From an optimization exercise on the open Yosys and OpenROAD flow, aimed at small area, a short achievable clock period and few clock cycles per item; shortcuts taken in it are not production practice. Only simulation tests tie the RTL to the original design; equivalence was not proved. Power figures rest on the tool's default switching activity, not on a simulated workload.

==> v30: inputs <==
==> flow/design.v (excerpt) <==
module line21_batch (
    input  wire        clk,
    input  wire        rst,             
    input  wire        csr_we,
    input  wire        csr_re,
    input  wire [2:0]  csr_num,
    input  wire [9:0]  csr_wdata,
    output reg  [9:0]  csr_rdata,
    input  wire        fl_we,
    input  wire [3:0]  fl_index,
    input  wire [7:0]  fl_handle,
    input  wire        cmd_valid,
    output wire        cmd_ready,
    input  wire [1:0]  cmd_op,
    output wire [1:0]  rs_req_valid,
    input  wire [1:0]  rs_req_ready,
    output wire [15:0] rs_req_handle,
    output wire [19:0] rs_req_row,
    input  wire [1:0]  rs_valid,
    output wire [1:0]  rs_ready,
    input  wire [15:0] rs_data,
    input  wire [1:0]  rs_last,
    input  wire [1:0]  rs_empty,
    input  wire [1:0]  rs_err,
    output wire        out_valid,
    input  wire        out_ready,
    output wire [7:0]  out_data,
    output wire        out_tag,
    output wire [3:0]  out_cause,
    output wire        out_first,
    output wire        out_last
);
clock: 14.0 ns
lec_check: 0
cap_margin: 20
core_margin: 2
core_utilization: 40
slew_margin: 20
run.sh (not shown) runs the stock make flow with config.mk's settings and CLKGATE_MAP_FILE= SYNTH_SCRIPT=/design/flow/synth_recipe.tcl, a recipe that flattens the netlist after the stock synthesis.
==> v8: changes against v30 <==
--- a/flow/design.v
+++ b/flow/design.v
@@ -32,73 +32,50 @@
     reg        loading;
     reg        sv;                   
     reg [7:0]  sd;
     reg        slast, sempty, serr;
     reg [8:0]  n;                    
     reg        ovf, err, empty, ldone;
     reg [7:0]  mx;                   
     reg [7:0]  t0, t1;               
-    reg [1791:0] sr;                 
-    reg [8:0]  jsw;                  
+    reg [7:0]  mem [0:255];
     assign in_ready = loading;
     wire       wr      = sv && !serr && !sempty;
     wire       grow    = wr && (sd > mx);
-    wire       modeb   = (sd >= 8'd36) || (mx >= 8'd36);
-    wire [6:0] code    = !modeb       ? sd[6:0] :
-                         (sd < 8'd17) ? 7'd0 :
-                         (sd > 8'd142) ? 7'd127 : sd[6:0] - 7'd16;
     wire [17:0] sd461  = sd * 10'd461 + 18'd971;
     wire [18:0] sd1147 = sd * 11'd1147 + 19'd1965;
     wire [7:0]  t0_sd  = sd461[17:10];
     wire [7:0]  t1_sd  = sd1147[18:11];
+    wire [7:0]  t0n    = grow ? t0_sd : t0;
+    wire [7:0]  t1n    = grow ? t1_sd : t1;
     reg [8:0]  j;
-    reg [8:0]  lag;                  
-    reg [8:0]  jf;                   
-    reg        fv;                   
-    reg [7:0]  fs;
-    reg        fc1, fc0;             
     reg [2:0]  ph;
     reg        prev;
     reg [7:0]  amin;                 
     reg [7:0]  rmin;                 
     reg [3:0]  start;
     reg [3:0]  tcnt;
     reg [6:0]  stop;
     reg [3:0]  bw;
     reg [17:0] hist;                 
     reg [3:0]  cd;
     reg [3:0]  k;
     reg [1:0]  s32;                  
     reg [15:0] db;
-    wire       flip  = (amin < t0) || (rmin < t1);
     wire       fin   = (ph == D_OK) || (ph == D_SBIG) || (ph == D_FAIL);
-    wire       wr_ok = wr && !n[8];
-    wire       dend  = fin || (j == n);
-    wire       drain = ldone && !dend && !flip && !(err || ovf || empty);
-    wire       sh    = wr_ok || drain;
-    wire       direct = lag[8];
-    wire [223:0] taps;                
-    genvar q;
-    generate
-        for (q = 0; q < 32; q = q + 1) begin : tp
-            assign taps[7*q +: 7] = sr[56*q + 49 +: 7];
-        end
-    endgenerate
-    wire [6:0] tapc  = taps[7*lag[7:3] +: 7];
-    wire [7:0] tapv  = (jf < jsw)       ? {1'b0, tapc} :
-                       (tapc == 7'd0)   ? 8'd0 :
-                       (tapc == 7'd127) ? 8'd255 : {1'b0, tapc} + 8'd16;
-    wire       fetch = !direct && sh && (lag[2:0] == 3'b111) && (jf < n) && !flip;
-    wire       proc  = (direct ? wr_ok : fv) && !fin;
-    wire [7:0] s     = direct ? sd : fs;
-    wire       c1    = direct ? (sd >= t1) : fc1;
-    wire       c0    = direct ? (sd < t0) : fc0;
+    wire       proc  = (j < n) && !fin;
+    wire [7:0] s     = mem[j[7:0]];
+    wire       c1    = (s >= t1);
+    wire       c0    = (s < t0);
     wire       b     = c1 | (!c0 & prev);
     wire       rise1 = b & !prev;
+    wire       flip  = grow && ((amin < t0n) || (rmin < t1n) ||
+                                (proc && b && (s < t0n)) ||
+                                (proc && rise1 && (s < t1n)));
     wire [8:0] lrun  = j - {5'd0, start};                
     wire [15:0] bwm  = lrun[6:0] * 9'd77 + 16'd527;
     wire [3:0] bw_l  = bwm[12:9];                         
     wire [2:0] h     = bw[3:1];
     wire [3:0] d2    = bw - {1'b0, h};                    
     wire [4:0] d3    = {1'b0, bw} + {1'b0, d2};           
     wire       b_m2  = hist[d2 - 1'b1];
     wire       b_m3  = hist[d3 - 1'b1];
@@ -119,40 +96,36 @@
         else if (stop_bad)                  cause = C_RUNIN_OOR;
         else if (ph == D_RISE)              cause = C_NOEDGE;
         else if (ph == D_SAN)               cause = C_OOR;
         else if (ph == D_FAIL)              cause = C_SANITY;
         else if (ph == D_DATA)              cause = C_OOR;
         else if (!(^db[7:0]) || !(^db[15:8])) cause = C_PARITY;
         else                                cause = 4'd0;
     end
-    assign res_valid = ldone && (err || ovf || empty || (mx < 8'd32) || (dend && !flip));
+    assign res_valid = ldone && (err || ovf || empty || fin || (j == n));
     assign res_tag   = (cause == 4'd0);
     assign res_pay   = res_tag ? {db[14:8], db[6:0]} : {10'd0, cause};
     always @(posedge clk) begin
-        if (sh)
-            sr <= {sr[1784:0], code};
+        if (wr && !n[8])
+            mem[n[7:0]] <= sd;
     end
     always @(posedge clk) begin
         if (rst || res_take) begin
             loading <= 1'b0;
             sv      <= 1'b0;
             n       <= 9'd0;
             ovf     <= 1'b0;
             err     <= 1'b0;
             empty   <= 1'b0;
             ldone   <= 1'b0;
             mx      <= 8'd0;
             t0      <= 8'd0;
             t1      <= 8'd0;
             j       <= 9'd0;
-            lag     <= 9'h1ff;
-            jf      <= 9'd0;
-            fv      <= 1'b0;
-            jsw     <= 9'h100;
             ph      <= D_START;
             prev    <= 1'b0;
             amin    <= 8'hff;
             rmin    <= 8'hff;
         end else begin
             if (go)
                 loading <= 1'b1;
             sv <= loading && in_valid;
@@ -173,43 +146,28 @@
                     if (n[8])
                         ovf <= 1'b1;
                     else
                         n <= n + 1'b1;
                 end
                 if (serr || sempty || slast)
                     ldone <= 1'b1;
             end
-            if (wr_ok && modeb && jsw[8])
-                jsw <= n;
             if (grow) begin
                 mx <= sd;
                 t0 <= t0_sd;
                 t1 <= t1_sd;
             end
-            fv <= fetch;
-            if (fetch) begin
-                fs  <= tapv;
-                fc1 <= (tapv >= t1);
-                fc0 <= (tapv < t0);
-                jf  <= jf + 1'b1;
-            end
             if (flip) begin
                 j    <= 9'd0;
-                jf   <= 9'd0;
-                lag  <= n - !wr_ok;
                 ph   <= D_START;
                 prev <= 1'b0;
                 amin <= 8'hff;
                 rmin <= 8'hff;
-            end else begin
-                if (sh && !fetch && !direct)
-                    lag <= lag + 1'b1;
-            end
-            if (!flip && proc) begin
+            end else if (proc) begin
                 j    <= j + 1'b1;
                 prev <= b;
                 hist <= {hist[16:0], b};
                 if (b && s < amin)  amin <= s;
                 if (rise1 && s < rmin) rmin <= s;
                 case (ph)
                 D_START: if (b) begin
                     start <= j[3:0];
@@ -285,30 +243,28 @@
     input  wire        out_ready,
     output wire [7:0]  out_data,
     output wire        out_tag,
     output wire [3:0]  out_cause,
     output wire        out_first,
     output wire        out_last
 );
     localparam NMAX = 15;
-    localparam RD   = 4;                
-    localparam RB   = 2;
     reg [7:0]  fl [0:15];
     reg [3:0]  batch_n;
     reg [9:0]  row;
     reg [1:0]  par_limit;
     reg        busy, done, row_error;
     reg [3:0]  err_index;
     reg [3:0]  next;
     reg [3:0]  disp;
     reg        beat;                    
-    reg [RD-1:0] rfull;
-    reg        rtag [0:RD-1];
-    reg [13:0] rpay [0:RD-1];
+    reg [15:0] rfull;
+    reg        rtag [0:15];
+    reg [13:0] rpay [0:15];
     reg [1:0]  lreq;                    
     reg [1:0]  lrun;                    
     reg [3:0]  lfidx [0:1];
     reg [7:0]  lhandle [0:1];
     wire [1:0]  go = lreq & rs_req_ready;
     wire [1:0]  l_in_ready;
     wire [1:0]  l_res_valid;
     wire [1:0]  l_res_tag;
@@ -335,24 +291,22 @@
             assign rs_req_valid[g]         = lreq[g];
             assign rs_req_handle[8*g +: 8] = lhandle[g];
             assign rs_req_row[10*g +: 10]  = row;
             assign rs_ready[g]             = l_in_ready[g];
         end
     endgenerate
     wire [1:0] hold   = (lreq | lrun) & ~take;
     wire [1:0] nhold  = {1'b0, hold[0]} + {1'b0, hold[1]};
-    wire [3:0] ahead  = disp - next;
-    wire       more   = busy && (disp < batch_n) && (ahead < RD);
+    wire       more   = busy && (disp < batch_n);
     wire       d0     = more && !hold[0] && (nhold < {1'b0, par_limit});
     wire       d1     = more && !hold[1] && !d0 && (nhold < {1'b0, par_limit});
-    wire [RB-1:0] nslot   = next[RB-1:0];
-    wire       slot_ready = busy && (next < batch_n) && rfull[nslot];
-    wire       ntag       = rtag[nslot];
-    wire [13:0] npay      = rpay[nslot];
+    wire       slot_ready = busy && (next < batch_n) && rfull[next];
+    wire       ntag       = rtag[next];
+    wire [13:0] npay      = rpay[next];
     assign out_valid = slot_ready;
     assign out_tag   = ntag;
     assign out_data  = !ntag ? 8'd0 : beat ? {1'b0, npay[13:7]} : {1'b0, npay[6:0]};
     assign out_cause = ntag ? 4'd0 : npay[3:0];
     assign out_first = !beat;
     assign out_last  = beat && (next == batch_n - 1'b1);
     assign cmd_ready = !busy;
     wire   bstart    = cmd_valid && !busy && (cmd_op == 2'b01);
@@ -382,17 +336,17 @@
             done      <= 1'b0;
             row_error <= 1'b0;
             err_index <= 4'd0;
             next      <= 4'd0;
             disp      <= 4'd0;
             beat      <= 1'b0;
             lreq      <= 2'b00;
             lrun      <= 2'b00;
-            rfull     <= {RD{1'b0}};
+            rfull     <= 16'd0;
         end else begin
             if (!busy && fl_we && fl_index != 4'd15)
                 fl[fl_index] <= fl_handle;
             if (!busy && csr_we) begin
                 case (csr_num)
                     3'd0: batch_n   <= (csr_wdata > NMAX) ? NMAX : csr_wdata[3:0];
                     3'd1: row       <= csr_wdata;
                     3'd2: par_limit <= (csr_wdata == 10'd1) ? 2'd1 : 2'd2;
@@ -401,28 +355,28 @@
             end
             if (bstart) begin
                 busy      <= 1'b1;
                 done      <= 1'b0;
                 row_error <= 1'b0;
                 next      <= 4'd0;
                 disp      <= 4'd0;
                 beat      <= 1'b0;
-                rfull     <= {RD{1'b0}};
+                rfull     <= 16'd0;
             end
             for (l = 0; l < 2; l = l + 1) begin
                 if (go[l]) begin
                     lreq[l] <= 1'b0;
                     lrun[l] <= 1'b1;
                 end
                 if (take[l]) begin
                     lrun[l] <= 1'b0;
-                    rfull[lfidx[l][RB-1:0]] <= 1'b1;
-                    rtag[lfidx[l][RB-1:0]]  <= l_res_tag[l];
-                    rpay[lfidx[l][RB-1:0]]  <= l_res_pay[l];
+                    rfull[lfidx[l]] <= 1'b1;
+                    rtag[lfidx[l]]  <= l_res_tag[l];
+                    rpay[lfidx[l]]  <= l_res_pay[l];
                 end
             end
             if (rerr0 || rerr1) begin
                 row_error <= 1'b1;
                 if (!row_error || rerr_min < err_index)
                     err_index <= rerr_min;
             end
             if (d0) begin
@@ -436,17 +390,16 @@
                 lfidx[1]   <= disp;
                 lhandle[1] <= fl[disp];
                 disp       <= disp + 1'b1;
             end
             if (out_valid && out_ready) begin
                 if (beat) begin
                     beat <= 1'b0;
                     next <= next + 1'b1;
-                    rfull[nslot] <= 1'b0;
                 end else
                     beat <= 1'b1;
             end
             if (busy && next == batch_n) begin
                 busy <= 1'b0;
                 done <= 1'b1;
             end
         end
==> v28: changes against v30 <==
--- a/flow/design.v
+++ b/flow/design.v
@@ -47,20 +47,16 @@
                          (sd < 8'd17) ? 7'd0 :
                          (sd > 8'd142) ? 7'd127 : sd[6:0] - 7'd16;
     wire [17:0] sd461  = sd * 10'd461 + 18'd971;
     wire [18:0] sd1147 = sd * 11'd1147 + 19'd1965;
     wire [7:0]  t0_sd  = sd461[17:10];
     wire [7:0]  t1_sd  = sd1147[18:11];
     reg [8:0]  j;
     reg [8:0]  lag;                  
-    reg [8:0]  jf;                   
-    reg        fv;                   
-    reg [7:0]  fs;
-    reg        fc1, fc0;             
     reg [2:0]  ph;
     reg        prev;
     reg [7:0]  amin;                 
     reg [7:0]  rmin;                 
     reg [3:0]  start;
     reg [3:0]  tcnt;
     reg [6:0]  stop;
     reg [3:0]  bw;
@@ -79,24 +75,24 @@
     wire [223:0] taps;                
     genvar q;
     generate
         for (q = 0; q < 32; q = q + 1) begin : tp
             assign taps[7*q +: 7] = sr[56*q + 49 +: 7];
         end
     endgenerate
     wire [6:0] tapc  = taps[7*lag[7:3] +: 7];
-    wire [7:0] tapv  = (jf < jsw)       ? {1'b0, tapc} :
+    wire [7:0] tapv  = (j < jsw)        ? {1'b0, tapc} :
                        (tapc == 7'd0)   ? 8'd0 :
                        (tapc == 7'd127) ? 8'd255 : {1'b0, tapc} + 8'd16;
-    wire       fetch = !direct && sh && (lag[2:0] == 3'b111) && (jf < n) && !flip;
-    wire       proc  = (direct ? wr_ok : fv) && !fin;
-    wire [7:0] s     = direct ? sd : fs;
-    wire       c1    = direct ? (sd >= t1) : fc1;
-    wire       c0    = direct ? (sd < t0) : fc0;
+    wire       vis   = direct ? wr_ok : (sh && (lag[2:0] == 3'b111));
+    wire       proc  = vis && (j < n || direct) && !fin;
+    wire [7:0] s     = direct ? sd : tapv;
+    wire       c1    = (s >= t1);
+    wire       c0    = (s < t0);
     wire       b     = c1 | (!c0 & prev);
     wire       rise1 = b & !prev;
     wire [8:0] lrun  = j - {5'd0, start};                
     wire [15:0] bwm  = lrun[6:0] * 9'd77 + 16'd527;
     wire [3:0] bw_l  = bwm[12:9];                         
     wire [2:0] h     = bw[3:1];
     wire [3:0] d2    = bw - {1'b0, h};                    
     wire [4:0] d3    = {1'b0, bw} + {1'b0, d2};           
@@ -140,18 +136,16 @@
             err     <= 1'b0;
             empty   <= 1'b0;
             ldone   <= 1'b0;
             mx      <= 8'd0;
             t0      <= 8'd0;
             t1      <= 8'd0;
             j       <= 9'd0;
             lag     <= 9'h1ff;
-            jf      <= 9'd0;
-            fv      <= 1'b0;
             jsw     <= 9'h100;
             ph      <= D_START;
             prev    <= 1'b0;
             amin    <= 8'hff;
             rmin    <= 8'hff;
         end else begin
             if (go)
                 loading <= 1'b1;
@@ -180,33 +174,25 @@
             end
             if (wr_ok && modeb && jsw[8])
                 jsw <= n;
             if (grow) begin
                 mx <= sd;
                 t0 <= t0_sd;
                 t1 <= t1_sd;
             end
-            fv <= fetch;
-            if (fetch) begin
-                fs  <= tapv;
-                fc1 <= (tapv >= t1);
-                fc0 <= (tapv < t0);
-                jf  <= jf + 1'b1;
-            end
             if (flip) begin
                 j    <= 9'd0;
-                jf   <= 9'd0;
                 lag  <= n - !wr_ok;
                 ph   <= D_START;
                 prev <= 1'b0;
                 amin <= 8'hff;
                 rmin <= 8'hff;
             end else begin
-                if (sh && !fetch && !direct)
+                if (sh && !proc && !direct)
                     lag <= lag + 1'b1;
             end
             if (!flip && proc) begin
                 j    <= j + 1'b1;
                 prev <= b;
                 hist <= {hist[16:0], b};
                 if (b && s < amin)  amin <= s;
                 if (rise1 && s < rmin) rmin <= s;
==> qor summary <==
Depth of the critical timing path with buffers and inverters included: v8 21; v30 6; v28 5
Die outline area: v8 523000 um2; v30 390000 um2; v28 385000 um2
Clock network contribution to total cell area: v8 6.86%; v30 7.66%; v28 7.59%
Power dissipated by switching net loads: v8 0.00567 W; v30 0.00469 W; v28 0.00464 W
Yosys top cell area share: v8 67.3%; v30 77.2%; v28 77.8%
Final Instance Count excl. Fillers: v8 18800; v30 13700; v28 13600
CTS buffer count: v8 478; v30 409; v28 408
Invs w/o clock: v8 414; v30 445; v28 438
Maximum clock frequency: v8 112 MHz; v30 129 MHz; v28 123 MHz
Post-Route Hold Slack: v8 0.426 ns; v30 0.360 ns; v28 0.340 ns
Run status: v8 complete, no violations; v30 complete, no violations; v28 complete, no violations
Total standard cell area after synthesis: v8 207000 um2; v30 154000 um2; v28 152000 um2
Y dimension of the die: v8 723 um; v30 625 um; v28 621 um
Testbench counts of v30, summed over its fixed seeds: cycles 61,182, frames 720.
Testbench counts of v8, summed over its fixed seeds: cycles 60,832, frames 720.
Testbench counts of v28, summed over its fixed seeds: cycles 61,085, frames 720.

==> afterwards: timing with drivers on the ports <==
The flow's constraints put no driver on any port. The routed layouts listed below were extracted and timed again, unchanged, in two steps.
Step 1, drivers: a clkbuf_16 drives clk and a buf_2 each remaining input, both assumed.
Step 2 adds t to the input delays and takes it off the output delays; t is the mean of the earliest and latest rising clock arrival at the registers after step 1. Input paths then give back, and output paths get back, about the clock's delay inside the block.
a / b / c = ideal ports / drivers / drivers and shift; a / b = the first two.
run	shift t [ns]	slack for setup (ns)	worst register clock-pin slew, ns	cell pins on the clock port's net
v30	1.021	6.268 / 6.248 / 6.248	0.07 / 0.07	1
v8	1.127	5.085 / 5.085 / 5.085	0.07 / 0.07	1
v28	0.996	5.885 / 5.764 / 5.764	0.07 / 0.07	1
After both steps every run listed still meets setup and hold. For v28, which loses most, drivers alone change the setup slack by -0.121 ns; drivers and shift together by -0.121 ns.
